Context: an optimization exercise on an open-source flow, tuned for a short achievable clock period and few clock cycles. The choices shown serve that exercise and are no tape-out recipe. At most, simulation tests tie the RTL to the original design; equivalence was not proved. Power is estimated from default activity; no workload was simulated.

## fm_codec
module fm_codec (
    input  wire        clk,
    input  wire        rst,
    input  wire        cmd_valid,
    output wire        cmd_ready,
    input  wire [15:0] cmd,
    output wire        rsp_valid,
    input  wire        rsp_ready,
    output wire [1:0]  rsp_type,
    output wire [7:0]  rsp_data
);
export LEC_CHECK = 0
export CAP_MARGIN = 20
export CORE_MARGIN = 2
export CORE_UTILIZATION = 40
export PLACE_DENSITY = 0.6
export SLEW_MARGIN = 20
create_clock -name core_clock -period 15.0 [get_ports {clk}]
standard.sh (not shown) runs the stock make flow with config.mk's settings and CLKGATE_MAP_FILE= SYNTH_SCRIPT=/design/flow/synth_recipe.tcl, a recipe that flattens the netlist after the stock synthesis.
==> flow/flow/run.sh <==
#!/bin/bash
set -euo pipefail
bash standard.sh finish SETUP_SLACK_MARGIN=12.5 > standard.log 2>&1
The starting point completed with no timing, DRC or antenna violations.
Then changed:
==> flow/flow/run.sh (replaced) <==
#!/bin/bash
set -euo pipefail
bash standard.sh finish SETUP_SLACK_MARGIN=12.5 "BUFFER_PORTS_ARGS=-buffer_cell sky130_fd_sc_hd__buf_6" > standard.log 2>&1
- register-to-register slack improved by 90 ps
- maximum frequency grows by 0.55%
- flip-flop and latch count is unchanged
- global-route usage drops by 0.27 points
No run of this note included a check of the RTL's function; only the layout flow was run.

---

fm_codec, a different RTL version from the one above (not shown whole).
For scale: ~1,200 cells after synthesis, about 14,000 um2 of cells after synthesis.
export LEC_CHECK = 0
export CAP_MARGIN = 20
export CORE_MARGIN = 2
export CORE_UTILIZATION = 40
export PLACE_DENSITY = 0.6
export SLEW_MARGIN = 20
create_clock -name core_clock -period 15.0 [get_ports {clk}]
==> flow/flow/run.sh <==
#!/bin/bash
set -euo pipefail
bash standard.sh finish SETUP_SLACK_MARGIN=13.5 > standard.log 2>&1
Testbench counts at the start, summed over its fixed seeds: cycles 139,034.
Then changed:
==> flow/flow/run.sh (replaced) <==
#!/bin/bash
set -euo pipefail
bash standard.sh finish SETUP_SLACK_MARGIN=12.5 > standard.log 2>&1
After rerunning: Hold slack improves by 4.1 ps; wire length went down by a little under a tenth; flip-flop and latch count does not change; utilization went down by 2.8 points; synthesized cell count stays the same; combinational power went down by a quarter to a third; final area went down by a few percent; clock-buffer cell count went up by 2; total power went down by a few percent.
Then changed:
==> flow/run.sh (new file) <==
#!/bin/bash
# synth_recipe.tcl (not shown) runs the flow's synth.tcl, then flattens the netlist and writes it again
# the make line also repeats each setting of config.mk as NAME=value (left out here)
make -C /OpenROAD-flow-scripts/flow DESIGN_CONFIG=/design/flow/config.mk WORK_HOME=/design/flow/orfs CLKGATE_MAP_FILE= SYNTH_SCRIPT=/design/flow/synth_recipe.tcl finish
removed: flow/flow/run.sh
removed: flow/standard.sh
=>
- combinational power drops by 28%
- count of clock-buffer cells in the layout climbs by 4
- register-to-register slack gets worse by 920 ps
- hold slack gets worse by 9.1 ps
- maximum frequency drops by 9.2%
- synthesized area is unchanged
- total power barely changes
- wire length drops by 14%
Then changed:
==> flow/flow/run.sh (new file) <==
#!/bin/bash
set -euo pipefail
bash standard.sh finish SETUP_SLACK_MARGIN=12.5 > standard.log 2>&1
==> flow/standard.sh (new file) <==
#!/bin/bash
# synth_recipe.tcl (not shown) runs the flow's synth.tcl, then flattens the netlist and writes it again
# the make line also repeats each setting of config.mk as NAME=value (left out here)
make -C /OpenROAD-flow-scripts/flow DESIGN_CONFIG=/design/flow/config.mk WORK_HOME=/design/flow/orfs CLKGATE_MAP_FILE= SYNTH_SCRIPT=/design/flow/synth_recipe.tcl "${@:-finish}"
Settings changed: CORE_UTILIZATION 40 to 65, PLACE_DENSITY 0.6 to 0.8.
removed: flow/run.sh
Sequential cell count stays the same.
Count of clock-buffer cells in the layout came out lower by 10.
Non-clock buffer count came out higher by 108.
Utilization rose by 41 points.
Routed wire length went up by 41%.
Via count is higher by 22%.
Power rose by 7.3%.
Global-route usage rises by 19 points.
Design area goes up by 15%.
Critical path depth does not change.

---

== build 52 ==
Another version of the RTL of fm_codec (not shown whole).
Size: ~1100 cells after synthesis, ~250 flip-flops.
Settings: LEC_CHECK=0, ABC_CLOCK_PERIOD_IN_PS=3000, CAP_MARGIN=60, CORE_MARGIN=2, CORE_UTILIZATION=40, PLACE_DENSITY=0.6, SETUP_SLACK_MARGIN=5, SLEW_MARGIN=60; clock period 15.0 ns.
run.sh (not shown) runs the stock make flow with config.mk's settings and CLKGATE_MAP_FILE= SYNTH_SCRIPT=/design/flow/synth_recipe.tcl, a recipe that flattens the netlist after the stock synthesis.
Stock flow here: none of the scripts above is used.
Build 52 went all the way through the flow, and no timing, DRC or antenna check failed.
Testbench counts of build 52, summed over its fixed seeds: cycles 139,034.
Input-level comparison between build 95 and build 52:
- CAP_MARGIN changed from 60 to 20
- SETUP_SLACK_MARGIN removed (was 5)
- SLEW_MARGIN changed from 60 to 20
- ABC_CLOCK_PERIOD_IN_PS removed (was 3000)
==> flow/flow/run.sh (new file) <==
#!/bin/bash
set -euo pipefail
bash standard.sh finish SETUP_SLACK_MARGIN=11 > standard.log 2>&1
==> flow/standard.sh (new file) <==
#!/bin/bash
# synth_recipe.tcl (not shown) runs the flow's synth.tcl, then flattens the netlist and writes it again
# the make line also repeats each setting of config.mk as NAME=value (left out here)
make -C /OpenROAD-flow-scripts/flow DESIGN_CONFIG=/design/flow/config.mk WORK_HOME=/design/flow/orfs CLKGATE_MAP_FILE= SYNTH_SCRIPT=/design/flow/synth_recipe.tcl "${@:-finish}"
removed: flow/run.sh
Results
Build 95 went all the way through synthesis, placement and routing and the layout is clean on timing, DRC and antenna. In build 95, the area added between synthesis and finish came out 0.79 points above the value in build 52. Compared with build 52, build 95 shows a lower sequential fraction of total cell area. Higher non-filler instance count after layout among build 95 and build 52: build 95. Portion of total power attributed to the clock network sits lower in build 95 than in build 52.
diff inputs: build 95 => build 21
==> flow/run.sh (new file) <==
#!/bin/bash
# synth_recipe.tcl (not shown) runs the flow's synth.tcl, then flattens the netlist and writes it again
# the make line also repeats each setting of config.mk as NAME=value (left out here)
make -C /OpenROAD-flow-scripts/flow DESIGN_CONFIG=/design/flow/config.mk WORK_HOME=/design/flow/orfs CLKGATE_MAP_FILE= SYNTH_SCRIPT=/design/flow/synth_recipe.tcl finish
removed: flow/flow/run.sh
removed: flow/standard.sh
### Flow results
Going from build 95 to build 21, maximum clock frequency shrinks by 16%. Build 95 → build 21: filler-free cell count of the finished design went down by 10; largest driver fanout on the critical path grew by 46; post-route cell area lost about 2%; maximum number of pins on one net before global-route repair saw an increase. Per the comparison of build 21 with build 95, area of all sequential standard cells stayed essentially flat, buffer count excluding the clock tree in the final layout fell by 10, internal power contribution fell by 4.0%, final weighted congestion of routability-driven global placement fell by 0.72%. In the metrics for build 95 and build 21, the one carrying the higher reported net switching power is build 95. Going from build 95 to build 21, the post-layout net count was found to have gone down by 0.86%.

port drivers added, routing unchanged:
Ports are ideal in the flow. The routed layouts listed here were re-timed in OpenROAD.
Step 1: set_driving_cell puts a clkbuf_16 on clk and a buf_2 on each other input, an assumption about the parent block.
Step 2 moves the port delays by t, midway between the first and last clock arrival at a register: inputs arrive t later, outputs are due t later. That takes back most of the time a late clock gives input paths.
Three values: ideal ports, drivers, drivers and shift; two values: the first two.
| run | t (ns) | setup WS [ns] | worst setup path at the end | worst slew at a driven data input, ns | pins driven straight from the clock port |
|---|---|---|---|---|---|
| the first run of note 1 | 0.595 | 10.991 / 10.942 / 10.783 | input to register | 0.07 | 1 |
| the second run of note 1 | 0.585 | 11.013 / 10.966 / 10.481 | input to register | 0.63 | 1 |
| the first run of note 2 | 0.613 | 10.933 / 10.882 / 10.820 | input to register | 0.06 | 1 |
| the second run of note 2 | 0.610 | 10.924 / 10.872 / 10.871 | input to register | 0.06 | 1 |
| the third run of note 2 | 0.615 | 10.510 / 10.461 / 10.005 | input to register | 0.03 | 1 |
| the fourth run of note 2 | 0.609 | 10.936 / 10.890 / 10.843 | input to register | 0.07 | 1 |
| build 52 | 0.584 | 9.630 / 9.647 / 9.063 | input to register | 0.03 | 1 |
| build 95 | 0.593 | 10.533 / 10.551 / 9.958 | input to register | 0.04 | 1 |
| build 21 | 0.583 | 9.669 / 9.687 / 9.104 | input to register | 0.03 | 1 |
After both steps every run listed still meets setup and hold. For build 95, which loses most, drivers alone change the setup slack by +0.018 ns; drivers and shift together by -0.575 ns.
